What follows belongs to an exercise in optimizing a design on an open flow for small area, a short achievable clock period and few clock cycles; a production flow would make more cautious choices. Function was checked by simulation only, so behaviour that the tests miss may differ from the original. No activity file was given, so power comes from the tool's default toggle rates.

File: config.mk
export PLATFORM = sky130hd
export DESIGN_NAME = radixconv
export DESIGN_NICKNAME = radixconv
export VERILOG_FILES = /design/flow/design.v
export SDC_FILE = /design/flow/constraint.sdc
export NUM_CORES = 4
export LEC_CHECK = 0
export CAP_MARGIN = 20
export CORE_MARGIN = 2
export CORE_UTILIZATION = 40
export SLEW_MARGIN = 20
File: constraint.sdc
create_clock -name core_clock -period 10.0 [get_ports {clk}]
set_input_delay 2.0000 -clock core_clock [delete_from_list [all_inputs] [get_ports {clk}]]
set_output_delay 2.0000 -clock core_clock [all_outputs]
set_load 0.01 [all_outputs]
File: design.v
`timescale 1ns/1ps
module radixconv (
    input  wire        clk,
    input  wire        rst,
    input  wire        host_valid,
    input  wire        host_we,
    input  wire        host_buf,
    input  wire [6:0]  host_addr,
    input  wire [15:0] host_wdata,
    output reg  [15:0] host_rdata
);
    localparam BUF_SIZE = 128;
    localparam [3:0] ERR_ILLEGAL = 4'd1;
    localparam [3:0] ERR_WIDTH   = 4'd2;
    localparam [3:0] ERR_BOUNDS  = 4'd3;
    localparam [3:0] ERR_OVERLAP = 4'd4;
    localparam [3:0] ERR_SYMBOL  = 4'd5;
    localparam [3:0] ERR_BUSY    = 4'd6;
    localparam [2:0] S_CHK   = 3'd0;    
    localparam [2:0] S_DIV   = 3'd1;    
    localparam [2:0] S_SET   = 3'd2;    
    localparam [2:0] S_CONV  = 3'd3;    
    localparam [2:0] S_ALPHA = 3'd4;    
    reg [8*BUF_SIZE-1:0] buf_mem;    
    reg [15:0] cmdl, srcaddr, srclen, dstaddr;
    reg [7:0]  dstlen;       
    reg        busy, done, err;
    reg [3:0]  errcode;
    reg [2:0]  state;
    reg [1:0]  div_cnt;
    reg [11:0] div_l;        
    reg [2:0]  div_r;        
    reg        m_inc;        
    reg        fwd;          
    reg        fip;          
    reg        skip;         
    reg [31:0] work;         
    reg [5:0]  wbits;        
    reg [7:0]  ins_left;     
    reg [6:0]  rp, wp;       
    reg [6:0]  wpn;          
    reg [31:0] cur, nxt;     
    reg [1:0]  prime;        
    reg        son;          
    reg [4:0]  pf;           
    reg        done_r;       
    reg        bad_r;        
    reg [4:0]  wi;           
    reg [4:0]  wq;           
    reg [6:0]  a_end;        
    reg        src_ok;       
    reg        dst_bad;      
    reg        ovl_bad;      
    reg [5:0]  c_t1, c_t2;   
    reg [5:0]  c_off;        
    reg        f_ge1, f_ge2;    
    reg        f_eqb, f_nz;     
    reg        f_fit1, f_fit2;  
    reg        f_idone;         
    reg        f_ige2;          
    wire [3:0] op  = cmdl[15:12];
    wire [3:0] a_w = cmdl[11:8];
    wire [3:0] b_w = cmdl[7:4];
    wire [5:0] c_b  = {2'd0, b_w};           
    wire [5:0] c_b2 = {1'b0, b_w, 1'b0};     
    wire       p_f = cmdl[3];
    reg  op_conv;        
    reg  op_conv_any;    
    reg  emit_part;      
    wire host_wr_reg  = host_valid &  host_we & ~host_buf;
    wire host_acc_buf = host_valid & host_buf;
    wire [15:0] w = host_wdata;
    wire wr_cmd     = host_wr_reg & (host_addr[2:0] == 3'd0);
    wire wr_srcaddr = host_wr_reg & (host_addr[2:0] == 3'd2);
    wire wr_srclen  = host_wr_reg & (host_addr[2:0] == 3'd3);
    wire wr_dstaddr = host_wr_reg & (host_addr[2:0] == 3'd4);
    wire wr_param   = wr_srcaddr | wr_srclen | wr_dstaddr;
    wire is_srst = wr_cmd & (w == 16'hF000);
    reg legal;
    always @* begin
        case (w[15:12])
            4'h0, 4'h4, 4'h5, 4'h6, 4'h7, 4'hF: legal = (w[11:0] == 12'h000);
            4'h1: legal = (w[3:0] == 4'h0);
            4'h2: legal = (w[2:0] == 3'h0);
            default: legal = 1'b0;
        endcase
    end
    wire busy_violation = busy & (host_acc_buf | wr_param | (wr_cmd & ~is_srst));
    wire cmd_illegal = wr_cmd & ~is_srst & ~err & ~busy & ~legal;
    wire cmd_accept  = wr_cmd & ~is_srst & ~err & ~busy & legal & (w != 16'h0000);
    wire       w_fwd = ~((w[15:12] == 4'h2) & (w[7:4] < w[11:8]));
    wire       w_fip = (w[15:12] == 4'h2) & w_fwd;
    wire [6:0] s_rp  = fwd ? srcaddr[6:0] : a_end;     
    wire [4:0]  eng_ridx = (state == S_CHK) ? (fwd ? s_rp[6:2] + 5'd1 : s_rp[6:2]) :
                           op_conv_any ? pf : wi;
    wire [4:0]  ridx = busy ? eng_ridx : host_buf ? host_addr[6:2] : srcaddr[6:2];
    wire [31:0] bwords [0:31];
    genvar gw;
    generate
        for (gw = 0; gw < 32; gw = gw + 1) begin : g_words
            assign bwords[gw] = buf_mem[32*gw +: 32];
        end
    endgenerate
    wire [31:0] rword = bwords[ridx];
    wire [7:0]  rlane [0:3];
    assign rlane[0] = rword[7:0];
    assign rlane[1] = rword[15:8];
    assign rlane[2] = rword[23:16];
    assign rlane[3] = rword[31:24];
    wire [7:0]  clane [0:3];
    assign clane[0] = cur[7:0];
    assign clane[1] = cur[15:8];
    assign clane[2] = cur[23:16];
    assign clane[3] = cur[31:24];
    wire [15:0] n_len = srclen;
    wire        n_zero = (n_len == 16'd0);
    wire        width_bad = (a_w == 4'd0) | (a_w > 4'd8) | (b_w == 4'd0) | (b_w > 4'd8);
    wire [16:0] src_end = {1'b0, srcaddr} + {1'b0, n_len};
    wire [10:0] m_len   = div_l[10:0] + {10'd0, m_inc};    
    wire [15:0] dbase   = op_conv ? dstaddr : srcaddr;
    wire [16:0] dst_end = {1'b0, dbase} + {6'd0, m_len};
    wire        dst_ok  = (m_len == 11'd0) | (dst_end <= BUF_SIZE);
    wire        overlap = op_conv & (m_len != 11'd0) &
                          ({1'b0, srcaddr} < dst_end) & ({1'b0, dstaddr} < src_end);
    function [3:0] div_step;    
        input [3:0] b;
        input [2:0] r;
        input       x;
        reg   [7:0] v;
        reg   [3:0] t;
        begin
            v = {b, r, x};
            t[0] = (v == 8'd33) |
                   (v == 8'd35) |
                   (v == 8'd49) |
                   (v == 8'd52) |
                   (v == 8'd65) |
                   (v == 8'd67) |
                   (v == 8'd69) |
                   (v == 8'd71) |
                   (v == 8'd81) |
                   (v == 8'd83) |
                   (v == 8'd86) |
                   (v == 8'd88) |
                   (v == 8'd97) |
                   (v == 8'd99) |
                   (v == 8'd101) |
                   (v == 8'd103) |
                   (v == 8'd105) |
                   (v == 8'd107) |
                   (v == 8'd113) |
                   (v == 8'd115) |
                   (v == 8'd117) |
                   (v == 8'd120) |
                   (v == 8'd122) |
                   (v == 8'd124) |
                   (v == 8'd129) |
                   (v == 8'd131) |
                   (v == 8'd133) |
                   (v == 8'd135) |
                   (v == 8'd137) |
                   (v == 8'd139) |
                   (v == 8'd141) |
                   (v == 8'd143);
            t[1] = (v == 8'd50) |
                   (v == 8'd53) |
                   (v == 8'd66) |
                   (v == 8'd67) |
                   (v == 8'd70) |
                   (v == 8'd71) |
                   (v == 8'd82) |
                   (v == 8'd83) |
                   (v == 8'd87) |
                   (v == 8'd88) |
                   (v == 8'd98) |
                   (v == 8'd99) |
                   (v == 8'd104) |
                   (v == 8'd105) |
                   (v == 8'd114) |
                   (v == 8'd115) |
                   (v == 8'd118) |
                   (v == 8'd121) |
                   (v == 8'd122) |
                   (v == 8'd125) |
                   (v == 8'd130) |
                   (v == 8'd131) |
                   (v == 8'd134) |
                   (v == 8'd135) |
                   (v == 8'd138) |
                   (v == 8'd139) |
                   (v == 8'd142) |
                   (v == 8'd143);
            t[2] = (v == 8'd84) |
                   (v == 8'd89) |
                   (v == 8'd100) |
                   (v == 8'd101) |
                   (v == 8'd106) |
                   (v == 8'd107) |
                   (v == 8'd116) |
                   (v == 8'd117) |
                   (v == 8'd118) |
                   (v == 8'd123) |
                   (v == 8'd124) |
                   (v == 8'd125) |
                   (v == 8'd132) |
                   (v == 8'd133) |
                   (v == 8'd134) |
                   (v == 8'd135) |
                   (v == 8'd140) |
                   (v == 8'd141) |
                   (v == 8'd142) |
                   (v == 8'd143);
            t[3] = (v == 8'd17) |
                   (v == 8'd34) |
                   (v == 8'd35) |
                   (v == 8'd51) |
                   (v == 8'd52) |
                   (v == 8'd53) |
                   (v == 8'd68) |
                   (v == 8'd69) |
                   (v == 8'd70) |
                   (v == 8'd71) |
                   (v == 8'd85) |
                   (v == 8'd86) |
                   (v == 8'd87) |
                   (v == 8'd88) |
                   (v == 8'd89) |
                   (v == 8'd102) |
                   (v == 8'd103) |
                   (v == 8'd104) |
                   (v == 8'd105) |
                   (v == 8'd106) |
                   (v == 8'd107) |
                   (v == 8'd119) |
                   (v == 8'd120) |
                   (v == 8'd121) |
                   (v == 8'd122) |
                   (v == 8'd123) |
                   (v == 8'd124) |
                   (v == 8'd125) |
                   (v == 8'd136) |
                   (v == 8'd137) |
                   (v == 8'd138) |
                   (v == 8'd139) |
                   (v == 8'd140) |
                   (v == 8'd141) |
                   (v == 8'd142) |
                   (v == 8'd143);
            div_step = t;
        end
    endfunction
    function [7:0] t_n2p32;
        input [4:0] v;
        reg   [7:0] t;
        begin
            t[0] = (v == 5'd0) |
                   (v == 5'd2) |
                   (v == 5'd4) |
                   (v == 5'd6) |
                   (v == 5'd8) |
                   (v == 5'd10) |
                   (v == 5'd12) |
                   (v == 5'd14) |
                   (v == 5'd16) |
                   (v == 5'd18) |
                   (v == 5'd20) |
                   (v == 5'd22) |
                   (v == 5'd24) |
                   (v == 5'd27) |
                   (v == 5'd29) |
                   (v == 5'd31);
            t[1] = (v == 5'd1) |
                   (v == 5'd2) |
                   (v == 5'd5) |
                   (v == 5'd6) |
                   (v == 5'd9) |
                   (v == 5'd10) |
                   (v == 5'd13) |
                   (v == 5'd14) |
                   (v == 5'd17) |
                   (v == 5'd18) |
                   (v == 5'd21) |
                   (v == 5'd22) |
                   (v == 5'd25) |
                   (v == 5'd26) |
                   (v == 5'd27) |
                   (v == 5'd30) |
                   (v == 5'd31);
            t[2] = (v == 5'd3) |
                   (v == 5'd4) |
                   (v == 5'd5) |
                   (v == 5'd6) |
                   (v == 5'd11) |
                   (v == 5'd12) |
                   (v == 5'd13) |
                   (v == 5'd14) |
                   (v == 5'd19) |
                   (v == 5'd20) |
                   (v == 5'd21) |
                   (v == 5'd22) |
                   (v == 5'd28) |
                   (v == 5'd29) |
                   (v == 5'd30) |
                   (v == 5'd31);
            t[3] = (v == 5'd7) |
                   (v == 5'd8) |
                   (v == 5'd9) |
                   (v == 5'd10) |
                   (v == 5'd11) |
                   (v == 5'd12) |
                   (v == 5'd13) |
                   (v == 5'd14) |
                   (v == 5'd23) |
                   (v == 5'd24) |
                   (v == 5'd25);
            t[4] = (v == 5'd15) |
                   (v == 5'd16) |
                   (v == 5'd17) |
                   (v == 5'd18) |
                   (v == 5'd19) |
                   (v == 5'd20) |
                   (v == 5'd21) |
                   (v == 5'd22) |
                   (v == 5'd23) |
                   (v == 5'd24) |
                   (v == 5'd25) |
                   (v == 5'd26) |
                   (v == 5'd27) |
                   (v == 5'd28) |
                   (v == 5'd29) |
                   (v == 5'd30) |
                   (v == 5'd31);
            t[5] = (v == 5'd0) |
                   (v == 5'd1) |
                   (v == 5'd2) |
                   (v == 5'd3) |
                   (v == 5'd4) |
                   (v == 5'd5) |
                   (v == 5'd6) |
                   (v == 5'd7) |
                   (v == 5'd8) |
                   (v == 5'd9) |
                   (v == 5'd10) |
                   (v == 5'd11) |
                   (v == 5'd12) |
                   (v == 5'd13) |
                   (v == 5'd14) |
                   (v == 5'd15) |
                   (v == 5'd16) |
                   (v == 5'd17) |
                   (v == 5'd18) |
                   (v == 5'd19) |
                   (v == 5'd20) |
                   (v == 5'd21) |
                   (v == 5'd22) |
                   (v == 5'd23) |
                   (v == 5'd24) |
                   (v == 5'd25) |
                   (v == 5'd26) |
                   (v == 5'd27) |
                   (v == 5'd28) |
                   (v == 5'd29) |
                   (v == 5'd30) |
                   (v == 5'd31);
            t[6] = (v == 5'd0) |
                   (v == 5'd1) |
                   (v == 5'd2) |
                   (v == 5'd3) |
                   (v == 5'd4) |
                   (v == 5'd5) |
                   (v == 5'd6) |
                   (v == 5'd7) |
                   (v == 5'd8) |
                   (v == 5'd9) |
                   (v == 5'd10) |
                   (v == 5'd11) |
                   (v == 5'd12) |
                   (v == 5'd13) |
                   (v == 5'd14) |
                   (v == 5'd15) |
                   (v == 5'd16) |
                   (v == 5'd17) |
                   (v == 5'd18) |
                   (v == 5'd19) |
                   (v == 5'd20) |
                   (v == 5'd21) |
                   (v == 5'd22) |
                   (v == 5'd23) |
                   (v == 5'd24) |
                   (v == 5'd25);
            t[7] = 1'b0;
            t_n2p32 = t;
        end
    endfunction
    function [7:0] t_p2n32;
        input [7:0] v;
        reg   [7:0] t;
        begin
            t[0] = (v == 8'd51) |
                   (v == 8'd53) |
                   (v == 8'd55) |
                   (v == 8'd98) |
                   (v == 8'd100) |
                   (v == 8'd102) |
                   (v == 8'd104) |
                   (v == 8'd106) |
                   (v == 8'd108) |
                   (v == 8'd110) |
                   (v == 8'd112) |
                   (v == 8'd114) |
                   (v == 8'd116) |
                   (v == 8'd118) |
                   (v == 8'd120) |
                   (v == 8'd122);
            t[1] = (v == 8'd50) |
                   (v == 8'd51) |
                   (v == 8'd54) |
                   (v == 8'd55) |
                   (v == 8'd99) |
                   (v == 8'd100) |
                   (v == 8'd103) |
                   (v == 8'd104) |
                   (v == 8'd107) |
                   (v == 8'd108) |
                   (v == 8'd111) |
                   (v == 8'd112) |
                   (v == 8'd115) |
                   (v == 8'd116) |
                   (v == 8'd119) |
                   (v == 8'd120);
            t[2] = (v == 8'd52) |
                   (v == 8'd53) |
                   (v == 8'd54) |
                   (v == 8'd55) |
                   (v == 8'd101) |
                   (v == 8'd102) |
                   (v == 8'd103) |
                   (v == 8'd104) |
                   (v == 8'd109) |
                   (v == 8'd110) |
                   (v == 8'd111) |
                   (v == 8'd112) |
                   (v == 8'd117) |
                   (v == 8'd118) |
                   (v == 8'd119) |
                   (v == 8'd120);
            t[3] = (v == 8'd50) |
                   (v == 8'd51) |
                   (v == 8'd52) |
                   (v == 8'd53) |
                   (v == 8'd54) |
                   (v == 8'd55) |
                   (v == 8'd105) |
                   (v == 8'd106) |
                   (v == 8'd107) |
                   (v == 8'd108) |
                   (v == 8'd109) |
                   (v == 8'd110) |
                   (v == 8'd111) |
                   (v == 8'd112) |
                   (v == 8'd121) |
                   (v == 8'd122);
            t[4] = (v == 8'd50) |
                   (v == 8'd51) |
                   (v == 8'd52) |
                   (v == 8'd53) |
                   (v == 8'd54) |
                   (v == 8'd55) |
                   (v == 8'd113) |
                   (v == 8'd114) |
                   (v == 8'd115) |
                   (v == 8'd116) |
                   (v == 8'd117) |
                   (v == 8'd118) |
                   (v == 8'd119) |
                   (v == 8'd120) |
                   (v == 8'd121) |
                   (v == 8'd122);
            t[5] = 1'b0;
            t[6] = 1'b0;
            t[7] = 1'b0;
            t_p2n32 = t;
        end
    endfunction
    function [7:0] t_n2p64;
        input [5:0] v;
        reg   [7:0] t;
        begin
            t[0] = (v == 6'd1) |
                   (v == 6'd3) |
                   (v == 6'd5) |
                   (v == 6'd7) |
                   (v == 6'd9) |
                   (v == 6'd11) |
                   (v == 6'd12) |
                   (v == 6'd14) |
                   (v == 6'd16) |
                   (v == 6'd18) |
                   (v == 6'd20) |
                   (v == 6'd22) |
                   (v == 6'd24) |
                   (v == 6'd26) |
                   (v == 6'd28) |
                   (v == 6'd30) |
                   (v == 6'd32) |
                   (v == 6'd34) |
                   (v == 6'd36) |
                   (v == 6'd38) |
                   (v == 6'd40) |
                   (v == 6'd42) |
                   (v == 6'd44) |
                   (v == 6'd46) |
                   (v == 6'd48) |
                   (v == 6'd50) |
                   (v == 6'd52) |
                   (v == 6'd54) |
                   (v == 6'd56) |
                   (v == 6'd58) |
                   (v == 6'd60) |
                   (v == 6'd62);
            t[1] = (v == 6'd4) |
                   (v == 6'd5) |
                   (v == 6'd8) |
                   (v == 6'd9) |
                   (v == 6'd13) |
                   (v == 6'd14) |
                   (v == 6'd17) |
                   (v == 6'd18) |
                   (v == 6'd21) |
                   (v == 6'd22) |
                   (v == 6'd25) |
                   (v == 6'd26) |
                   (v == 6'd29) |
                   (v == 6'd30) |
                   (v == 6'd33) |
                   (v == 6'd34) |
                   (v == 6'd37) |
                   (v == 6'd39) |
                   (v == 6'd40) |
                   (v == 6'd43) |
                   (v == 6'd44) |
                   (v == 6'd47) |
                   (v == 6'd48) |
                   (v == 6'd51) |
                   (v == 6'd52) |
                   (v == 6'd55) |
                   (v == 6'd56) |
                   (v == 6'd59) |
                   (v == 6'd60) |
                   (v == 6'd63);
            t[2] = (v == 6'd0) |
                   (v == 6'd1) |
                   (v == 6'd6) |
                   (v == 6'd7) |
                   (v == 6'd8) |
                   (v == 6'd9) |
                   (v == 6'd15) |
                   (v == 6'd16) |
                   (v == 6'd17) |
                   (v == 6'd18) |
                   (v == 6'd23) |
                   (v == 6'd24) |
                   (v == 6'd25) |
                   (v == 6'd26) |
                   (v == 6'd31) |
                   (v == 6'd32) |
                   (v == 6'd33) |
                   (v == 6'd34) |
                   (v == 6'd41) |
                   (v == 6'd42) |
                   (v == 6'd43) |
                   (v == 6'd44) |
                   (v == 6'd49) |
                   (v == 6'd50) |
                   (v == 6'd51) |
                   (v == 6'd52) |
                   (v == 6'd57) |
                   (v == 6'd58) |
                   (v == 6'd59) |
                   (v == 6'd60);
            t[3] = (v == 6'd0) |
                   (v == 6'd1) |
                   (v == 6'd10) |
                   (v == 6'd11) |
                   (v == 6'd19) |
                   (v == 6'd20) |
                   (v == 6'd21) |
                   (v == 6'd22) |
                   (v == 6'd23) |
                   (v == 6'd24) |
                   (v == 6'd25) |
                   (v == 6'd26) |
                   (v == 6'd35) |
                   (v == 6'd36) |
                   (v == 6'd37) |
                   (v == 6'd45) |
                   (v == 6'd46) |
                   (v == 6'd47) |
                   (v == 6'd48) |
                   (v == 6'd49) |
                   (v == 6'd50) |
                   (v == 6'd51) |
                   (v == 6'd52) |
                   (v == 6'd61) |
                   (v == 6'd62) |
                   (v == 6'd63);
            t[4] = (v == 6'd2) |
                   (v == 6'd3) |
                   (v == 6'd4) |
                   (v == 6'd5) |
                   (v == 6'd6) |
                   (v == 6'd7) |
                   (v == 6'd8) |
                   (v == 6'd9) |
                   (v == 6'd10) |
                   (v == 6'd11) |
                   (v == 6'd27) |
                   (v == 6'd28) |
                   (v == 6'd29) |
                   (v == 6'd30) |
                   (v == 6'd31) |
                   (v == 6'd32) |
                   (v == 6'd33) |
                   (v == 6'd34) |
                   (v == 6'd35) |
                   (v == 6'd36) |
                   (v == 6'd37) |
                   (v == 6'd53) |
                   (v == 6'd54) |
                   (v == 6'd55) |
                   (v == 6'd56) |
                   (v == 6'd57) |
                   (v == 6'd58) |
                   (v == 6'd59) |
                   (v == 6'd60) |
                   (v == 6'd61) |
                   (v == 6'd62) |
                   (v == 6'd63);
            t[5] = (v == 6'd0) |
                   (v == 6'd1) |
                   (v == 6'd2) |
                   (v == 6'd3) |
                   (v == 6'd4) |
                   (v == 6'd5) |
                   (v == 6'd6) |
                   (v == 6'd7) |
                   (v == 6'd8) |
                   (v == 6'd9) |
                   (v == 6'd10) |
                   (v == 6'd11) |
                   (v == 6'd38) |
                   (v == 6'd39) |
                   (v == 6'd40) |
                   (v == 6'd41) |
                   (v == 6'd42) |
                   (v == 6'd43) |
                   (v == 6'd44) |
                   (v == 6'd45) |
                   (v == 6'd46) |
                   (v == 6'd47) |
                   (v == 6'd48) |
                   (v == 6'd49) |
                   (v == 6'd50) |
                   (v == 6'd51) |
                   (v == 6'd52) |
                   (v == 6'd53) |
                   (v == 6'd54) |
                   (v == 6'd55) |
                   (v == 6'd56) |
                   (v == 6'd57) |
                   (v == 6'd58) |
                   (v == 6'd59) |
                   (v == 6'd60) |
                   (v == 6'd61) |
                   (v == 6'd62) |
                   (v == 6'd63);
            t[6] = (v == 6'd12) |
                   (v == 6'd13) |
                   (v == 6'd14) |
                   (v == 6'd15) |
                   (v == 6'd16) |
                   (v == 6'd17) |
                   (v == 6'd18) |
                   (v == 6'd19) |
                   (v == 6'd20) |
                   (v == 6'd21) |
                   (v == 6'd22) |
                   (v == 6'd23) |
                   (v == 6'd24) |
                   (v == 6'd25) |
                   (v == 6'd26) |
                   (v == 6'd27) |
                   (v == 6'd28) |
                   (v == 6'd29) |
                   (v == 6'd30) |
                   (v == 6'd31) |
                   (v == 6'd32) |
                   (v == 6'd33) |
                   (v == 6'd34) |
                   (v == 6'd35) |
                   (v == 6'd36) |
                   (v == 6'd37) |
                   (v == 6'd38) |
                   (v == 6'd39) |
                   (v == 6'd40) |
                   (v == 6'd41) |
                   (v == 6'd42) |
                   (v == 6'd43) |
                   (v == 6'd44) |
                   (v == 6'd45) |
                   (v == 6'd46) |
                   (v == 6'd47) |
                   (v == 6'd48) |
                   (v == 6'd49) |
                   (v == 6'd50) |
                   (v == 6'd51) |
                   (v == 6'd52) |
                   (v == 6'd53) |
                   (v == 6'd54) |
                   (v == 6'd55) |
                   (v == 6'd56) |
                   (v == 6'd57) |
                   (v == 6'd58) |
                   (v == 6'd59) |
                   (v == 6'd60) |
                   (v == 6'd61) |
                   (v == 6'd62) |
                   (v == 6'd63);
            t[7] = 1'b0;
            t_n2p64 = t;
        end
    endfunction
    function [7:0] t_p2n64;
        input [7:0] v;
        reg   [7:0] t;
        begin
            t[0] = (v == 8'd45) |
                   (v == 8'd49) |
                   (v == 8'd51) |
                   (v == 8'd53) |
                   (v == 8'd55) |
                   (v == 8'd57) |
                   (v == 8'd66) |
                   (v == 8'd68) |
                   (v == 8'd70) |
                   (v == 8'd72) |
                   (v == 8'd74) |
                   (v == 8'd76) |
                   (v == 8'd78) |
                   (v == 8'd80) |
                   (v == 8'd82) |
                   (v == 8'd84) |
                   (v == 8'd86) |
                   (v == 8'd88) |
                   (v == 8'd90) |
                   (v == 8'd98) |
                   (v == 8'd100) |
                   (v == 8'd102) |
                   (v == 8'd104) |
                   (v == 8'd106) |
                   (v == 8'd108) |
                   (v == 8'd110) |
                   (v == 8'd112) |
                   (v == 8'd114) |
                   (v == 8'd116) |
                   (v == 8'd118) |
                   (v == 8'd120) |
                   (v == 8'd122);
            t[1] = (v == 8'd48) |
                   (v == 8'd49) |
                   (v == 8'd52) |
                   (v == 8'd53) |
                   (v == 8'd56) |
                   (v == 8'd57) |
                   (v == 8'd67) |
                   (v == 8'd68) |
                   (v == 8'd71) |
                   (v == 8'd72) |
                   (v == 8'd75) |
                   (v == 8'd76) |
                   (v == 8'd79) |
                   (v == 8'd80) |
                   (v == 8'd83) |
                   (v == 8'd84) |
                   (v == 8'd87) |
                   (v == 8'd88) |
                   (v == 8'd97) |
                   (v == 8'd98) |
                   (v == 8'd101) |
                   (v == 8'd102) |
                   (v == 8'd105) |
                   (v == 8'd106) |
                   (v == 8'd109) |
                   (v == 8'd110) |
                   (v == 8'd113) |
                   (v == 8'd114) |
                   (v == 8'd117) |
                   (v == 8'd118) |
                   (v == 8'd121) |
                   (v == 8'd122);
            t[2] = (v == 8'd50) |
                   (v == 8'd51) |
                   (v == 8'd52) |
                   (v == 8'd53) |
                   (v == 8'd65) |
                   (v == 8'd66) |
                   (v == 8'd67) |
                   (v == 8'd68) |
                   (v == 8'd73) |
                   (v == 8'd74) |
                   (v == 8'd75) |
                   (v == 8'd76) |
                   (v == 8'd81) |
                   (v == 8'd82) |
                   (v == 8'd83) |
                   (v == 8'd84) |
                   (v == 8'd89) |
                   (v == 8'd90) |
                   (v == 8'd97) |
                   (v == 8'd98) |
                   (v == 8'd103) |
                   (v == 8'd104) |
                   (v == 8'd105) |
                   (v == 8'd106) |
                   (v == 8'd111) |
                   (v == 8'd112) |
                   (v == 8'd113) |
                   (v == 8'd114) |
                   (v == 8'd119) |
                   (v == 8'd120) |
                   (v == 8'd121) |
                   (v == 8'd122);
            t[3] = (v == 8'd54) |
                   (v == 8'd55) |
                   (v == 8'd56) |
                   (v == 8'd57) |
                   (v == 8'd65) |
                   (v == 8'd66) |
                   (v == 8'd67) |
                   (v == 8'd68) |
                   (v == 8'd77) |
                   (v == 8'd78) |
                   (v == 8'd79) |
                   (v == 8'd80) |
                   (v == 8'd81) |
                   (v == 8'd82) |
                   (v == 8'd83) |
                   (v == 8'd84) |
                   (v == 8'd99) |
                   (v == 8'd100) |
                   (v == 8'd101) |
                   (v == 8'd102) |
                   (v == 8'd103) |
                   (v == 8'd104) |
                   (v == 8'd105) |
                   (v == 8'd106) |
                   (v == 8'd115) |
                   (v == 8'd116) |
                   (v == 8'd117) |
                   (v == 8'd118) |
                   (v == 8'd119) |
                   (v == 8'd120) |
                   (v == 8'd121) |
                   (v == 8'd122);
            t[4] = (v == 8'd69) |
                   (v == 8'd70) |
                   (v == 8'd71) |
                   (v == 8'd72) |
                   (v == 8'd73) |
                   (v == 8'd74) |
                   (v == 8'd75) |
                   (v == 8'd76) |
                   (v == 8'd77) |
                   (v == 8'd78) |
                   (v == 8'd79) |
                   (v == 8'd80) |
                   (v == 8'd81) |
                   (v == 8'd82) |
                   (v == 8'd83) |
                   (v == 8'd84) |
                   (v == 8'd107) |
                   (v == 8'd108) |
                   (v == 8'd109) |
                   (v == 8'd110) |
                   (v == 8'd111) |
                   (v == 8'd112) |
                   (v == 8'd113) |
                   (v == 8'd114) |
                   (v == 8'd115) |
                   (v == 8'd116) |
                   (v == 8'd117) |
                   (v == 8'd118) |
                   (v == 8'd119) |
                   (v == 8'd120) |
                   (v == 8'd121) |
                   (v == 8'd122);
            t[5] = (v == 8'd85) |
                   (v == 8'd86) |
                   (v == 8'd87) |
                   (v == 8'd88) |
                   (v == 8'd89) |
                   (v == 8'd90) |
                   (v == 8'd97) |
                   (v == 8'd98) |
                   (v == 8'd99) |
                   (v == 8'd100) |
                   (v == 8'd101) |
                   (v == 8'd102) |
                   (v == 8'd103) |
                   (v == 8'd104) |
                   (v == 8'd105) |
                   (v == 8'd106) |
                   (v == 8'd107) |
                   (v == 8'd108) |
                   (v == 8'd109) |
                   (v == 8'd110) |
                   (v == 8'd111) |
                   (v == 8'd112) |
                   (v == 8'd113) |
                   (v == 8'd114) |
                   (v == 8'd115) |
                   (v == 8'd116) |
                   (v == 8'd117) |
                   (v == 8'd118) |
                   (v == 8'd119) |
                   (v == 8'd120) |
                   (v == 8'd121) |
                   (v == 8'd122);
            t[6] = 1'b0;
            t[7] = 1'b0;
            t_p2n64 = t;
        end
    endfunction
    function [8:0] alpha;    
        input [1:0] o;
        input [7:0] v;
        begin
            case (o)
                2'd0:    alpha = {|v[7:5], t_n2p32(v[4:0])};
                2'd1:    alpha = {1'b0,    t_p2n32(v)};
                2'd2:    alpha = {|v[7:6], t_n2p64(v[5:0])};
                default: alpha = {1'b0,    t_p2n64(v)};
            endcase
        end
    endfunction
    wire [3:0] dv1 = div_step(b_w, div_r,     div_l[11]);
    wire [3:0] dv2 = div_step(b_w, dv1[2:0],  div_l[10]);
    wire [3:0] dv3 = div_step(b_w, dv2[2:0],  div_l[9]);
    wire [11:0] q_nx = {div_l[8:0], dv1[3], dv2[3], dv3[3]};
    wire [2:0]  r_nx = dv3[2:0];
    wire [3:0] g_w = 4'd8 - b_w;                     
    wire [7:0] a_mask = ~(8'hFF << a_w);
    wire [7:0] b_mask = ~(8'hFF << b_w);
    wire [7:0] g_mask = ~(8'hFF << g_w);
    wire       primed    = (prime == 2'd2);
    wire       stream_on = son;
    wire [7:0] s0 = clane[rp[1:0]];
    wire [7:0] s1 = fwd ? ((rp[1:0] == 2'd3) ? nxt[7:0]   : clane[rp[1:0] + 2'd1])
                        : ((rp[1:0] == 2'd0) ? nxt[31:24] : clane[rp[1:0] - 2'd1]);
    wire       bad0 = |(s0 & ~a_mask);
    wire       bad1 = |(s1 & ~a_mask);
    wire [7:0] u0 = fwd ? s0 : {s0[0], s0[1], s0[2], s0[3], s0[4], s0[5], s0[6], s0[7]};
    wire [7:0] u1 = fwd ? s1 : {s1[0], s1[1], s1[2], s1[3], s1[4], s1[5], s1[6], s1[7]};
    wire       part_ok  = fwd & f_idone & emit_part;
    wire [1:0] k = ~stream_on ? 2'd0 :
                   f_ge2 ? 2'd2 :
                   f_ge1 ? ((part_ok & ~f_eqb) ? 2'd2 : 2'd1) :
                   ((part_ok & f_nz) ? 2'd1 : 2'd0);
    wire       k_part = part_ok & ~f_ge2;                 
    wire [5:0] wr0 = wbits;
    wire [5:0] wr1 = wbits - c_b;
    wire [5:0] wr2 = wbits - c_b2;
    wire [5:0] wrem = (k_part & (k != 2'd0)) ? 6'd0 :
                      (k == 2'd2) ? wr2 : (k == 2'd1) ? wr1 : wr0;
    wire [5:0] io0 = wbits + c_off;
    wire [5:0] io1 = io0 - c_b;
    wire [5:0] io2 = io0 - c_b2;
    wire [5:0] ins_off = (k_part & (k != 2'd0)) ? 6'd0 :
                         (k == 2'd2) ? io2 : (k == 2'd1) ? io1 : io0;
    wire [1:0] nin = ~stream_on ? 2'd0 :
                     (f_ige2 & f_fit2) ? 2'd2 :
                     (~f_idone & f_fit1) ? 2'd1 : 2'd0;
    wire       sym_bad = ((nin != 2'd0) & bad0) | ((nin == 2'd2) & bad1);
    wire [15:0] qin = {8'd0, u0} | ((nin == 2'd2) ? ({8'd0, u1} << a_w) : 16'd0);
    wire [5:0]  cons = (k == 2'd2) ? c_b2 : (k == 2'd1) ? c_b : 6'd0;
    wire [31:0] work_c = (work >> cons) & (fwd ? 32'hFFFFFFFF : ~{24'd0, g_mask});
    wire [31:0] work_nx = work_c | ((nin != 2'd0) ? ({16'd0, qin} << ins_off) : 32'd0);
    wire [5:0]  wbits_nx = wrem + ((nin == 2'd2) ? {1'b0, a_w, 1'b0} : (nin == 2'd1) ? {2'd0, a_w} : 6'd0);
    wire [7:0]  ins_nx = ins_left - {6'd0, nin};
    wire [6:0]  rp1 = fwd ? rp + 7'd1 : rp - 7'd1;
    wire [6:0]  rp2 = fwd ? rp + 7'd2 : rp - 7'd2;
    wire [6:0]  rp_nx = (nin == 2'd2) ? rp2 : (nin == 2'd1) ? rp1 : rp;
    wire        wcross = fwd ? (((nin == 2'd1) & (rp[1:0] == 2'd3)) | ((nin == 2'd2) & rp[1]))
                             : (((nin == 2'd1) & (rp[1:0] == 2'd0)) | ((nin == 2'd2) & ~rp[1]));
    wire [7:0] win0 = work[7:0];
    wire [7:0] win1 = work[b_w +: 8];
    wire [7:0] wm0  = win0 & ~g_mask;
    wire [7:0] wm1  = win1 & ~g_mask;
    wire [7:0] o0 = fwd ? (win0 & b_mask) : {wm0[0], wm0[1], wm0[2], wm0[3], wm0[4], wm0[5], wm0[6], wm0[7]};
    wire [7:0] o1 = fwd ? (win1 & b_mask) : {wm1[0], wm1[1], wm1[2], wm1[3], wm1[4], wm1[5], wm1[6], wm1[7]};
    wire       skip_now = skip & (k != 2'd0);
    wire       k1  = (k == 2'd1);
    wire       k2  = (k == 2'd2);
    wire       we0 = k2 | (k1 & ~skip);             
    wire       we1 = k2 & ~skip;                    
    wire [1:0] nw  = {we1, we0 & ~we1};
    wire [7:0] d0  = skip_now ? o1 : o0;
    wire [6:0] wp1 = wpn;
    wire [6:0] wp2 = fwd ? wp + 7'd2 : wp - 7'd2;
    wire [6:0] wp3 = fwd ? wp + 7'd3 : wp - 7'd3;
    wire [6:0] wp_nx  = (nw == 2'd2) ? wp2 : (nw == 2'd1) ? wp1 : wp;
    wire [6:0] wpn_nx = (nw == 2'd2) ? wp3 : (nw == 2'd1) ? wp2 : wpn;
    wire       n_idone = (ins_nx == 8'd0);
    wire       n_ge1   = (wbits_nx >= c_b);
    wire       n_nz    = (wbits_nx != 6'd0);
    wire       c_done  = n_idone & (fwd ? (~n_ge1 & (~emit_part | ~n_nz)) : ~n_nz);
    wire [4:0] wq_e   = (state == S_CHK) ? srcaddr[6:2] : wq;    
    wire       a_lo_w = (wq_e == srcaddr[6:2]);
    wire       a_hi_w = (wq_e == a_end[6:2]);
    reg  [3:0] a_en;
    reg  [7:0] a_val [0:3];
    reg        a_bad;
    reg  [8:0] a_t;
    integer    li;
    always @* begin
        a_bad = 1'b0;
        for (li = 0; li < 4; li = li + 1) begin
            a_en[li] = (~a_lo_w | (li[1:0] >= srcaddr[1:0])) & (~a_hi_w | (li[1:0] <= a_end[1:0]));
            a_t = alpha(op[1:0], clane[li]);
            a_val[li] = a_t[7:0];
            if (a_en[li] & a_t[8]) a_bad = 1'b1;
        end
    end
    reg        eng_fault;
    reg [3:0]  eng_code;
    reg        eng_finish;
    reg [10:0] fin_len;
    reg [3:0]  eng_we;       
    reg [4:0]  eng_widx [0:3];
    reg [7:0]  eng_wd   [0:3];
    integer    ej;
    always @* begin
        eng_fault  = 1'b0;
        eng_code   = 4'd0;
        eng_finish = 1'b0;
        fin_len    = m_len;
        for (ej = 0; ej < 4; ej = ej + 1) begin
            eng_we[ej]   = 1'b0;
            eng_widx[ej] = wq_e;
            eng_wd[ej]   = a_val[ej];
        end
        if (op_conv_any) begin
            for (ej = 0; ej < 4; ej = ej + 1) begin
                if (wp1[1:0] == ej[1:0]) begin
                    eng_we[ej]   = we1;
                    eng_widx[ej] = wp1[6:2];
                    eng_wd[ej]   = o1;
                end else begin
                    eng_we[ej]   = we0 & (wp[1:0] == ej[1:0]);
                    eng_widx[ej] = wp[6:2];
                    eng_wd[ej]   = d0;
                end
            end
            if (bad_r) begin
                eng_fault = 1'b1;
                eng_code  = ERR_SYMBOL;
            end else begin
                case (state)
                    S_CHK: begin
                        if (width_bad) begin
                            eng_fault = 1'b1;
                            eng_code  = ERR_WIDTH;
                        end else if (!src_ok) begin
                            eng_fault = 1'b1;
                            eng_code  = ERR_BOUNDS;
                        end else if (n_zero) begin
                            eng_finish = 1'b1;
                            fin_len    = 11'd0;
                        end
                    end
                    S_CONV: begin
                        if (dst_bad) begin
                            eng_fault = 1'b1;
                            eng_code  = ERR_BOUNDS;
                        end else if (ovl_bad) begin
                            eng_fault = 1'b1;
                            eng_code  = ERR_OVERLAP;
                        end else if (done_r) begin
                            eng_finish = 1'b1;
                        end
                    end
                    default: ;
                endcase
            end
        end else begin
            if (state == S_CHK && !src_ok) begin
                eng_fault = 1'b1;
                eng_code  = ERR_BOUNDS;
            end else if (state == S_CHK && n_zero) begin
                eng_finish = 1'b1;
                fin_len    = 11'd0;
            end else begin
                for (ej = 0; ej < 4; ej = ej + 1)
                    eng_we[ej] = a_en[ej];
                if (a_bad) begin
                    eng_fault = 1'b1;
                    eng_code  = ERR_SYMBOL;
                end else if (a_hi_w) begin
                    eng_finish = 1'b1;
                    fin_len    = n_len[10:0];
                end
            end
        end
        if (!busy) begin
            eng_fault  = 1'b0;
            eng_finish = 1'b0;
            for (ej = 0; ej < 4; ej = ej + 1) eng_we[ej] = 1'b0;
        end
    end
    wire host_buf_wr = host_valid & host_we & host_buf & ~busy;
    reg  [3:0] l_we;
    reg  [4:0] l_idx [0:3];
    reg  [7:0] l_wd  [0:3];
    integer    lj;
    always @* begin
        for (lj = 0; lj < 4; lj = lj + 1) begin
            if (busy) begin
                l_we[lj]  = eng_we[lj];
                l_idx[lj] = eng_widx[lj];
                l_wd[lj]  = eng_wd[lj];
            end else begin
                l_we[lj]  = host_buf_wr & (host_addr[1:0] == lj[1:0]);
                l_idx[lj] = host_addr[6:2];
                l_wd[lj]  = host_wdata[7:0];
            end
        end
    end
    genvar gb;
    generate
        for (gb = 0; gb < BUF_SIZE; gb = gb + 1) begin : g_buf
            always @(posedge clk) begin
                if (l_we[gb % 4] && l_idx[gb % 4] == (gb / 4))
                    buf_mem[8*gb +: 8] <= l_wd[gb % 4];
            end
        end
    endgenerate
    reg        busy_n, done_n, err_n;
    reg [3:0]  errcode_n;
    reg [7:0]  dstlen_n;
    always @* begin
        busy_n    = busy;
        done_n    = done;
        err_n     = err;
        errcode_n = errcode;
        dstlen_n  = dstlen;
        if (rst || is_srst) begin
            busy_n = 1'b0; done_n = 1'b0; err_n = 1'b0; errcode_n = 4'd0; dstlen_n = 8'd0;
        end else if (busy_violation) begin
            busy_n = 1'b0; done_n = 1'b0; err_n = 1'b1; errcode_n = ERR_BUSY;
        end else if (cmd_illegal) begin
            err_n = 1'b1; errcode_n = ERR_ILLEGAL; done_n = 1'b0;
        end else if (cmd_accept) begin
            busy_n = 1'b1; done_n = 1'b0;
        end else if (eng_fault) begin
            busy_n = 1'b0; err_n = 1'b1; errcode_n = eng_code;
        end else if (eng_finish) begin
            busy_n = 1'b0; done_n = 1'b1; dstlen_n = fin_len[7:0];
        end
    end
    wire        busy_e    = busy & ~eng_fault & ~eng_finish;
    wire        done_e    = eng_finish | done;
    wire        err_e     = eng_fault | err;
    wire [3:0]  errcode_e = eng_fault ? eng_code : errcode;
    wire [15:0] dstlen_e  = {8'd0, eng_finish ? fin_len[7:0] : dstlen};
    wire [15:0] status_e  = {8'h00, errcode_e, 1'b0, err_e, done_e, busy_e};
    reg [15:0] reg_rd;
    always @* begin
        case (host_addr[2:0])
            3'd0: reg_rd = cmdl;
            3'd1: reg_rd = status_e;
            3'd2: reg_rd = srcaddr;
            3'd3: reg_rd = srclen;
            3'd4: reg_rd = dstaddr;
            3'd5: reg_rd = dstlen_e;
            default: reg_rd = 16'h0000;
        endcase
    end
    always @(posedge clk) begin
        if (host_valid && !host_we)
            host_rdata <= host_buf ? {8'h00, rlane[host_addr[1:0]]} : reg_rd;
    end
    always @(posedge clk) begin
        busy    <= busy_n;
        done    <= done_n;
        err     <= err_n;
        errcode <= errcode_n;
        dstlen  <= dstlen_n;
        src_ok  <= n_zero | (src_end <= BUF_SIZE);
        a_end   <= srcaddr[6:0] + srclen[6:0] - 7'd1;
        if (rst || is_srst) begin
            cmdl    <= 16'h0000;
            srcaddr <= 16'h0000;
            srclen  <= 16'h0000;
            dstaddr <= 16'h0000;
        end else if (!busy_violation) begin
            if (wr_srcaddr) srcaddr <= w;
            if (wr_srclen)  srclen  <= w;
            if (wr_dstaddr) dstaddr <= w;
            if (cmd_accept) begin
                cmdl        <= w;
                op_conv     <= (w[15:12] == 4'h1);
                op_conv_any <= (w[15:12] == 4'h1) | (w[15:12] == 4'h2);
                emit_part   <= (w[15:12] == 4'h1) | w[3];
                state    <= S_CHK;
                fwd      <= w_fwd;
                fip      <= w_fip;
                done_r   <= 1'b0;
                son      <= 1'b0;
                bad_r    <= 1'b0;
                dst_bad  <= 1'b0;
                ovl_bad  <= 1'b0;
            end
        end
        if (busy) begin
            if (state == S_CHK) begin
                if (!op_conv_any) begin
                    cur   <= rword;
                end else if (fwd) begin
                    nxt   <= rword;
                    prime <= 2'd2;
                    pf    <= s_rp[6:2] + 5'd2;
                end else begin
                    cur   <= rword;
                    prime <= 2'd1;
                    pf    <= s_rp[6:2] - 5'd1;
                end
            end else if (op_conv_any) begin
                if (!primed) begin
                    if (prime == 2'd0) cur <= rword;
                    else               nxt <= rword;
                    prime <= prime + 2'd1;
                    pf    <= fwd ? pf + 5'd1 : pf - 5'd1;
                end else if (wcross) begin
                    cur <= nxt;
                    nxt <= rword;
                    pf  <= fwd ? pf + 5'd1 : pf - 5'd1;
                end
            end else begin
                cur <= rword;
            end
            if (stream_on) begin
                work     <= work_nx;
                wbits    <= wbits_nx;
                ins_left <= ins_nx;
                rp       <= rp_nx;
                wp       <= wp_nx;
                wpn      <= wpn_nx;
                f_ge1    <= n_ge1;
                f_ge2    <= (wbits_nx >= c_b2);
                f_eqb    <= (wbits_nx == c_b);
                f_nz     <= n_nz;
                f_fit1   <= (wbits_nx <= c_t1);
                f_fit2   <= (wbits_nx <= c_t2);
                f_idone  <= n_idone;
                f_ige2   <= (ins_nx >= 8'd2);
                if (k != 2'd0) skip <= 1'b0;
                done_r   <= c_done;
                bad_r    <= sym_bad;
            end
            case (state)
                S_CHK: begin
                    skip     <= 1'b0;
                    rp       <= s_rp;
                    wp       <= srcaddr[6:0];
                    wpn      <= srcaddr[6:0] + 7'd1;
                    work     <= 32'd0;
                    wbits    <= 6'd0;
                    ins_left <= srclen[7:0];
                    f_ge1    <= 1'b0;
                    f_ge2    <= 1'b0;
                    f_eqb    <= 1'b0;
                    f_nz     <= 1'b0;
                    f_fit1   <= 1'b1;
                    f_fit2   <= 1'b1;
                    f_idone  <= (srclen[7:0] == 8'd0);
                    f_ige2   <= (srclen[7:0] >= 8'd2);
                    wi      <= srcaddr[6:2] + 5'd2;
                    wq      <= srcaddr[6:2] + 5'd1;
                    son     <= fip;
                    div_l   <= {4'd0, n_len[7:0]} * {8'd0, a_w};
                    div_r   <= 3'd0;
                    div_cnt <= 2'd0;
                    c_off   <= fwd ? 6'd0 : ({2'd0, a_w} - {2'd0, b_w});
                    c_t1    <= (fwd ? 6'd32 : 6'd24 + {2'd0, b_w}) - {2'd0, a_w};
                    c_t2    <= (fwd ? 6'd32 : 6'd24 + {2'd0, b_w}) - {1'b0, a_w, 1'b0};
                    state   <= op_conv_any ? S_DIV : S_ALPHA;
                end
                S_ALPHA: begin
                    wi <= wi + 5'd1;
                    wq <= wi;
                end
                S_DIV: begin
                    div_l   <= q_nx;
                    div_r   <= r_nx;
                    div_cnt <= div_cnt + 2'd1;
                    if (div_cnt == 2'd3) begin
                        m_inc <= emit_part & (r_nx != 3'd0);
                        state <= fip ? S_CONV : S_SET;
                    end
                end
                S_SET: begin
                    wbits <= (fwd | (div_r == 3'd0)) ? 6'd0 : (c_b - {3'd0, div_r});
                    f_nz  <= ~fwd & (div_r != 3'd0);
                    skip  <= ~fwd & ~p_f & (div_r != 3'd0);
                    dst_bad <= ~dst_ok;
                    ovl_bad <= overlap;
                    wp    <= fwd ? dbase[6:0] : (srcaddr[6:0] + m_len[6:0] - 7'd1);
                    wpn   <= fwd ? dbase[6:0] + 7'd1 : (srcaddr[6:0] + m_len[6:0] - 7'd2);
                    son   <= 1'b1;
                    state <= S_CONV;
                end
                default: ;
            endcase
        end else begin
            cur <= rword;
        end
    end
endmodule
File: flow/run.sh
#!/bin/bash
# The standard layout (the standard.sh: ORFS synthesis to finish), with timing repair aimed at a
# setup margin of 5.5 ns and without gate cloning. The make output goes to flow.log; ORFS keeps each
# step's own log under orfs/logs/.
set -euo pipefail
bash standard.sh SETUP_SLACK_MARGIN=5.5 SKIP_GATE_CLONING=1 finish > flow.log 2>&1
File: standard.sh
#!/bin/bash
# synth_recipe.tcl (not shown) runs the flow's synth.tcl, then flattens the netlist and writes it again
# the make line also repeats each setting of config.mk as NAME=value (left out here)
make -C /OpenROAD-flow-scripts/flow DESIGN_CONFIG=/design/flow/config.mk WORK_HOME=/design/flow/orfs CLKGATE_MAP_FILE= SYNTH_SCRIPT=/design/flow/synth_recipe.tcl "${@:-finish}"
==> results of run 1 <==
registers in the layout (all words and copies together) (netlist names), 12 cells and up:
name,flops
div_l,12
cur,32
buf_mem,1024
work,32
srclen,16
dstaddr,16
nxt,32
srcaddr,16
cmdl,16
host_rdata,16
metrics by stage:
| step | instance area (um2) | setup slack (ns) |
|---|---|---|
| 2_1_floorplan | 73100 | 5.13 |
| 3_3_place_gp | 76500 | 2.49 |
| 3_5_place_dp | 76600 | 2.38 |
| 4_1_cts | 84400 | 5.41 |
| 5_1_grt | 86500 | 5.15 |
| 6_report | 86500 | 5.02 |
routing by layer:
layer,GRT usage [%],wire length (um),vias to the layer above
met3,6.84,35800,935
met2,47.1,130000,4585
met1,40.4,110000,30400
met5,0,13,-
met4,13.0,17700,2
li1,-,-,26100
kinds of logic (layout without fill, tap and decap cells):
family / count (synthesis) / in the layout / share of synthesized area (%)
other: 0 / 6 / 0
buffers and inverters: 640 / 946 / 3.41
XOR/XNOR: 169 / 169 / 2.05
adder cells (fa/ha/maj): 228 / 228 / 4.25
multiplexers: 345 / 345 / 5.65
flip-flops: 1327 / 1327 / 53.8
AND/OR/NAND/NOR: 2092 / 2092 / 12.8
AO/OA/AOI/OAI: 1955 / 1955 / 18.1
worst reg2reg max path: stages, from the launching register on:
cell and delay (ns):
dfxtp_1 0.30, buf_4 0.24, or3_2 0.55, or3_1 0.39, a41oi_2 0.32, nand2b_4 0.24
nor3_2 0.07, buf_6 0.15, a222oi_1 0.79, and3_1 0.28, nand4_1 0.14, nor3_4 0.38
a21oi_4 0.12, mux4_2 0.48, a22o_1 0.22
synthesized netlist by cell type, drive strengths merged, types with 62 or more instances:
master	number
edfxtp	1232
nand2	742
nor2	682
a22oi	501
a21oi	440
clkbuf	353
o21ai	318
mux2i	234
ha	196
inv	176
nor3	171
nand3	118
xnor2	115
buf	103
dfxtp	95
a31oi	90
a21o	70
nand2b	70
mux2	67
o22ai	62
timing repair:
item / 4_1_cts / 5_1_grt
hold buffers: 0 / 0
pin swaps: 97 / 109
setup endpoints to repair: 2242 / 1026
resized for setup: 428 / 248
buffers inserted: 146 / 100
path summary, 6_finish.rpt:
kind,start,endpoint,slack (ns),cells after the start
worst max register to register,state[1],host_rdata[0],5.12,14
worst max-delay path,host_buf,host_rdata[0],5.02,15
worst min register to register,errcode[3],errcode[3],0.45,2
worst min-delay path,errcode[3],errcode[3],0.45,2
layout make-up:
class,count,area [um2]
fillers,15900,93700
flip-flops and latches,1327,38900
multi-input cells,4789,34100
repair buffers,518,5160
clock buffers,155,3480
well taps,2370,2970
clock inverters,89,1120
inverters,184,712
diodes,6,15.0
power by group:
part           internal (W)  switching [W]  total, W
Sequential          0.00610      0.0000507   0.00615
Combinational      0.000533        0.00117   0.00170
Clock               0.00301        0.00234   0.00535
Total               0.00964        0.00356    0.0132
cells in the final DEF, fill, tap and decap left out, types with 27 or more instances in the layout:
| cell type | count |
|---|---|
| xnor2_1 | 108 |
| clkbuf_16 | 137 |
| nand4_1 | 52 |
| ha_1 | 183 |
| clkinv_1 | 27 |
| o22ai_1 | 61 |
| nand2b_1 | 60 |
| nor3_2 | 31 |
| buf_12 | 60 |
| and2_1 | 35 |
| buf_6 | 39 |
| mux2i_1 | 232 |
| dfxtp_1 | 87 |
| nor2_2 | 71 |
| clkdlybuf4s50_1 | 33 |
| xor2_1 | 46 |
| nor2b_1 | 41 |
| mux2_2 | 63 |
| clkinv_2 | 30 |
| a21oi_1 | 388 |
| nand3_1 | 112 |
| nor3_4 | 38 |
| nor3_1 | 102 |
| a211oi_1 | 44 |
| inv_1 | 170 |
| fa_1 | 28 |
| nor2_1 | 590 |
| edfxtp_1 | 1232 |
| o21ai_0 | 285 |
| a22oi_2 | 73 |
| a22oi_1 | 428 |
| nand2_1 | 713 |
| a21o_1 | 69 |
| a31oi_1 | 76 |
| o211ai_1 | 56 |
| buf_4 | 350 |
| a21oi_2 | 30 |
| mux4_2 | 44 |
==> impl_metrics.sql, run 1 <==
INSERT INTO impl_metrics (metric_group, metric, value, unit) VALUES
('floorplanning', 'rows', '156', ''),
('clock_tree', 'clk_path_buf_depth', '3', ''),
('synth', 'yosys_most_used_dff', 'edfxtp_1', ''),
('detailed_routing', 'route.final.wire_length', '294000', 'um'),
('clock_tree', 'clk_transition_reported_paths', '0.06', 'ns'),
('sta', 'worst_slew_margin_rel', '13.1', '%'),
('critical_path', 'critPathBufInv', '4', ''),
('floorplanning', 'die-area', '184000', 'um2'),
('critical_path', 'path_delay_family', 'compound AO/OA/AOI/OAI gates', ''),
('hold_path', 'holdCritPathClass', 'reg -> reg', ''),
('synth', 'synth_enable_flop_cells', '1232', ''),
('grt', 'grt_use_total', '30.2', '%'),
('place', 'routabilityCongestion', '0.967', ''),
('place', 'dp_hpwl', '189000', 'um'),
('grt', 'grt_pass1_vias', '57300', ''),
('clock_tree', 'cts.htree.levels', '4', ''),
('sta', 'rsz0062_at_grt', 'true', ''),
('floorplanning', 'boundaryPins', '44', ''),
('synth', 'synth_seq_area_share', '53.8', '%'),
('critical_path', 'peak_per_stage_delay_on_the_critical_path', '0.79', 'ns'),
('power_and_ir_drop', 'power_leakage', '30.4', 'nW'),
('power_and_ir_drop', 'worst_vdd_ir', '0.225', 'mV'),
('synth', 'post_synth_main_area_contributors', 'edfxtp_1 (51%), a22oi_1 (5.2%), nand2_1 (3.8%), nor2_1 (3.5%), ha_1 (3.4%)', ''),
('critical_path', 'criticalPathCategory', 'in -> reg', ''),
('sta', 'maxSlewViolCount', '0', ''),
('critical_path', 'setup.worst_path.start_class', 'input pin', ''),
('grt', 'grt_start_max_net_pins', '63', ''),
('sta', 'tns', '0', 'ns'),
('clock_tree', 'clock_sinks', '1327', ''),
('detailed_routing', 'via_count', '62000', ''),
('synth', 'synth_cells', '6756', ''),
('sta', 'period_minus_slack', '4.98', 'ns'),
('sta', 'fin_crit_sh', '49.8', '%'),
('detailed_routing', 'wl_per_cell', '31.2', 'um'),
('synth', 'synth.avg_cell_area', '10.7', 'um2'),
('grt', 'antenna_found_initial', '8', ''),
('detailed_routing', 'drtIter0Drc', '9724', ''),
('sta', 'total_of_endpoints_with_negative_setup_slack_in_the_final_report', '0', ''),
('critical_path', 'crit_arrival', '5.58', 'ns'),
('sta', 'maximum_clock_skew_at_final_layout', '0.0786', 'ns'),
('detailed_routing', 'route.detailed.drc', '0', ''),
('critical_path', 'crit_path_max_fanout', '6', ''),
('synth', 'synthesis.area', '72300', 'um2'),
('finish', 'layout-drive-gt1-share', '18.9', '%'),
('finish', 'stdcell_count', '9438', ''),
('floorplanning', 'die_x', '429', 'um'),
('critical_path', 'crit_path_frequent_cell', 'buf_6', ''),
('synth', 'async_set_reset_flop_share_out_of_synthesis', '0', '%'),
('synth', 'ys_types', '96', ''),
('critical_path', 'worst_path_cell_trace', 'buf_16 -> mux2i_4 -> nor2_4 -> a211oi_4 -> buf_12 -> buf_6 -> nor3_2 -> buf_6 -> a222oi_1 -> and3_1 -> nand4_1 -> nor3_4 -> a21oi_4 -> mux4_2 -> a22o_1', ''),
('sta', 'hold_ws', '0.452', 'ns'),
('floorplanning', 'initial_core_util', '40.2', '%'),
('critical_path', 'critical_path.slowest_cell', 'a222oi_1', ''),
('grt', 'grt_first_pass_wirelength', '410000', 'um'),
('clock_tree', 'tritoncts', 'done', ''),
('job', 'max_cap_viol_count', '0', ''),
('floorplanning', 'core_area', '180000', 'um2'),
('finish', 'final_net_count', '7209', ''),
('power_and_ir_drop', 'fin_total_pwr', '0.0132', 'W'),
('synth', 'postSynthRegisterBits', '1327', ''),
('critical_path', 'worst_setup_path_end_kind', 'flop', ''),
('grt', 'aggregate_global_routing_overflow', '0', ''),
('synth', 'synthDominantAreaCellType', 'edfxtp_1', ''),
('place', 'placedCellCount', '8940', ''),
('clock_tree', 'root_buffer', 'clkbuf_16', ''),
('sta', 'fmax', '201', 'MHz'),
('detailed_routing', 'drtAntennaViolNets', '0', ''),
('finish', 'area_delta_synth_final', '19.6', '%'),
('synth', 'synthesis.nets', '7010', ''),
('synth', 'yosysWarnings', '6', ''),
('sta', 'worst_slew_pin_slew', '1.30', 'ns'),
('floorplanning', 'die-height', '429', 'um'),
('detailed_routing', 'vias_per_cell', '6.57', ''),
('sta', 'hold_viol', '0', ''),
('critical_path', 'worst-endpoint-required', '10.60', 'ns'),
('run_status', 'run_status', 'timing/DRC/antenna clean', ''),
('place', 'port-buffer-count', '43', ''),
('detailed_routing', 'drt-pass1-iter-count', '9', ''),
('clock_tree', 'clock_latency', '0.85', 'ns'),
('synth', 'synth_top_area_share', '51.1', '%'),
('finish', 'postLayoutCoreUtil', '48.0', '%'),
('clock_tree', 'tritoncts.num_buffers', '135', ''),
('power_and_ir_drop', 'power_per_cell_area', '153', 'nW/um2');
Testbench counts, summed over its fixed seeds: cycles 30,301.
==> run 2: changes to the inputs <==
--- a/config.mk
+++ b/config.mk
@@ -8,4 +8,5 @@
 export CAP_MARGIN = 20
 export CORE_MARGIN = 2
-export CORE_UTILIZATION = 40
+export CORE_UTILIZATION = 60
+export CTS_BUF_LIST = sky130_fd_sc_hd__clkbuf_8
 export SLEW_MARGIN = 20
==> run 2 against run 1 <==
Die area is 33% lower. Clock skew is 0.024 ns lower. Combinational power hardly changed. Non-clock buffer count is 51 lower. Wire length is 3.3% lower. Cell count is 7.1% lower. Sequential power hardly changed. Count of clock-buffer cells in the layout is 61 higher. Critical path type unchanged. Critical endpoint is now host_rdata[2]. Highest routed layer unchanged.
==> impl_metrics.sql, run 2 <==
INSERT INTO impl_metrics (metric_group, metric, value, unit) VALUES
('run_status', 'run_status', 'timing/DRC/antenna clean', ''),
('critical_path', 'crit_path_frequent_cell', 'buf_12', ''),
('detailed_routing', 'via_count', '63000', ''),
('sta', 'rsz0062_at_grt', 'true', ''),
('critical_path', 'criticalPathCategory', 'in -> reg', ''),
('hold_path', 'worstHoldEndpoint', 'cmdl[1]', ''),
('critical_path', 'critical_path.slowest_cell', 'mux4_2', ''),
('synth', 'yosys_most_used_dff', 'edfxtp_1', ''),
('detailed_routing', 'drt-pass1-iter-count', '9', ''),
('clock_tree', 'clk_path_buf_depth', '3', ''),
('critical_path', 'timing.rr.end', 'host_rdata[2]', ''),
('synth', 'synth.avg_cell_area', '10.7', 'um2'),
('grt', 'grt_use_total', '43.5', '%'),
('power_and_ir_drop', 'worst_vdd_ir', '0.248', 'mV'),
('floorplanning', 'boundaryPins', '44', ''),
('sta', 'fmax', '202', 'MHz'),
('floorplanning', 'die-height', '351', 'um'),
('grt', 'grt_first_pass_wirelength', '391000', 'um'),
('finish', 'fill_cell_count', '8623', ''),
('floorplanning', 'core_area', '120000', 'um2'),
('clock_tree', 'tritoncts.num_buffers', '207', ''),
('synth', 'post_synth_main_area_contributors', 'edfxtp_1 (51%), a22oi_1 (5.2%), nand2_1 (3.8%), nor2_1 (3.5%), ha_1 (3.4%)', ''),
('sta', 'period_minus_slack', '4.95', 'ns');
run 2: cell counts after synthesis:
Identical to the previous run, type by type.
run 2: final cells by class:
type	count	area (um2)	share of cell area (%)
Antenna cell	6	15.0	0.0178
Multi-Input combinational cell	4789	34200	40.5
Sequential cell	1327	38900	46.1
Tap cell	1612	2020	2.39
Clock inverter	169	945	1.12
Clock buffer	216	2970	3.52
Timing Repair Buffer	467	4680	5.54
Inverter	184	709	0.840
run 2: how the worst max path moves through the flow:
stage | slack (ns) | startpoint | to | depth (start not counted)
6_report | 5.05 | host_buf | host_rdata[2] | 16
5_1_grt | 5.11 | fwd | host_rdata[2] | 22
4_1_cts | 5.29 | state[1] | buf_mem[720] | 13
3_5_place_dp | 2.36 | host_buf | host_rdata[2] | 14
3_3_place_gp | 2.50 | host_buf | host_rdata[5] | 13
2_1_floorplan | 5.13 | host_buf | host_rdata[5] | 13
run 2: routing by layer:
metal,GRT usage (%),routed length [um],vias up
li1,-,-,26200
met1,57.8,98300,29900
met2,65.0,121000,5549
met3,11.1,42200,1341
met4,25.4,23100,10
met5,0,105,-
run 2: logic make-up (layout without fill, tap and decap cells):
logic type                 after synthesis  after routing  share of synthesized area [%]
and+or+nand+nor                       2092           2092                           12.8
muxes                                  345            345                           5.65
xor gates and xnor gates               169            169                           2.05
adders and majority gates              228            228                           4.25
AOI/OAI and AO/OA                     1955           1955                           18.1
DFF                                   1327           1327                           53.8
other                                    0              6                              0
buffers and inverters                  640           1036                           3.41
run 2: where the power goes:
| group | total (W) | internal [W] | switching [W] | leakage (nW) |
|---|---|---|---|---|
| registers | 0.00614 | 0.00610 | 0.0000456 | 11.9 |
| clock network | 0.00445 | 0.00214 | 0.00232 | 2.23 |
| logic | 0.00167 | 0.000514 | 0.00116 | 16.0 |
| total | 0.0123 | 0.00875 | 0.00352 | 30.1 |
run 2: metrics by stage:
stage | setup slack, ns | utilization (%) | instances
2_1_floorplan | 5.13 | - | 6756
3_3_place_gp | 2.50 | 62.9 | 8150
3_5_place_dp | 2.36 | 63.0 | 8154
4_1_cts | 5.29 | 68.2 | 8630
5_1_grt | 5.11 | 70.5 | 8765
6_report | 5.05 | 70.5 | 8770
run 2: worst max-delay path, delay by kind of cell:
kind | cells | cell delay [ns]
AO/OA/AOI/OAI | 4 | 1.02
buffers and inverters | 6 | 0.95
AND/OR/NAND/NOR | 4 | 0.89
multiplexers | 2 | 0.77
run 2: repair_timing:
action / in CTS / in global routing
resized for setup: 379 / 299
cloned: 0 / 0
setup buffers: 91 / 134
pin swaps: 62 / 119
endpoints found under the setup margin: 1488 / 1097

-- static timing again, ports no longer ideal --
How much do the figures lean on ideal ports? The routed layouts below were timed once more, with nothing changed but the port constraints.
Step 1 assumes that a clkbuf_16 drives the clock port and a buf_2 every other input.
Step 2, shift: input delay + t, output delay - t, t = (earliest + latest rising clock arrival at the registers) / 2. This alone moves slack from input paths to output paths.
Slacks: no drivers / after step 1 / after step 2; pairs: no drivers / after step 1.
run | shift t [ns] | setup slack, ns | hold slack, ns | worst register clock-pin slew, ns
run 1 | 0.887 | 5.019 / 5.015 / 4.128 | 0.452 / 0.452 / 0.452 | 0.07 / 0.07
run 2 | 1.016 | 5.047 / 5.057 / 4.040 | 0.476 / 0.476 / 0.476 | 0.10 / 0.10
After both steps every run listed still meets setup and hold. The setup slack of run 2, which loses most, moves by +0.010 ns with the drivers and by -1.007 ns with both steps.
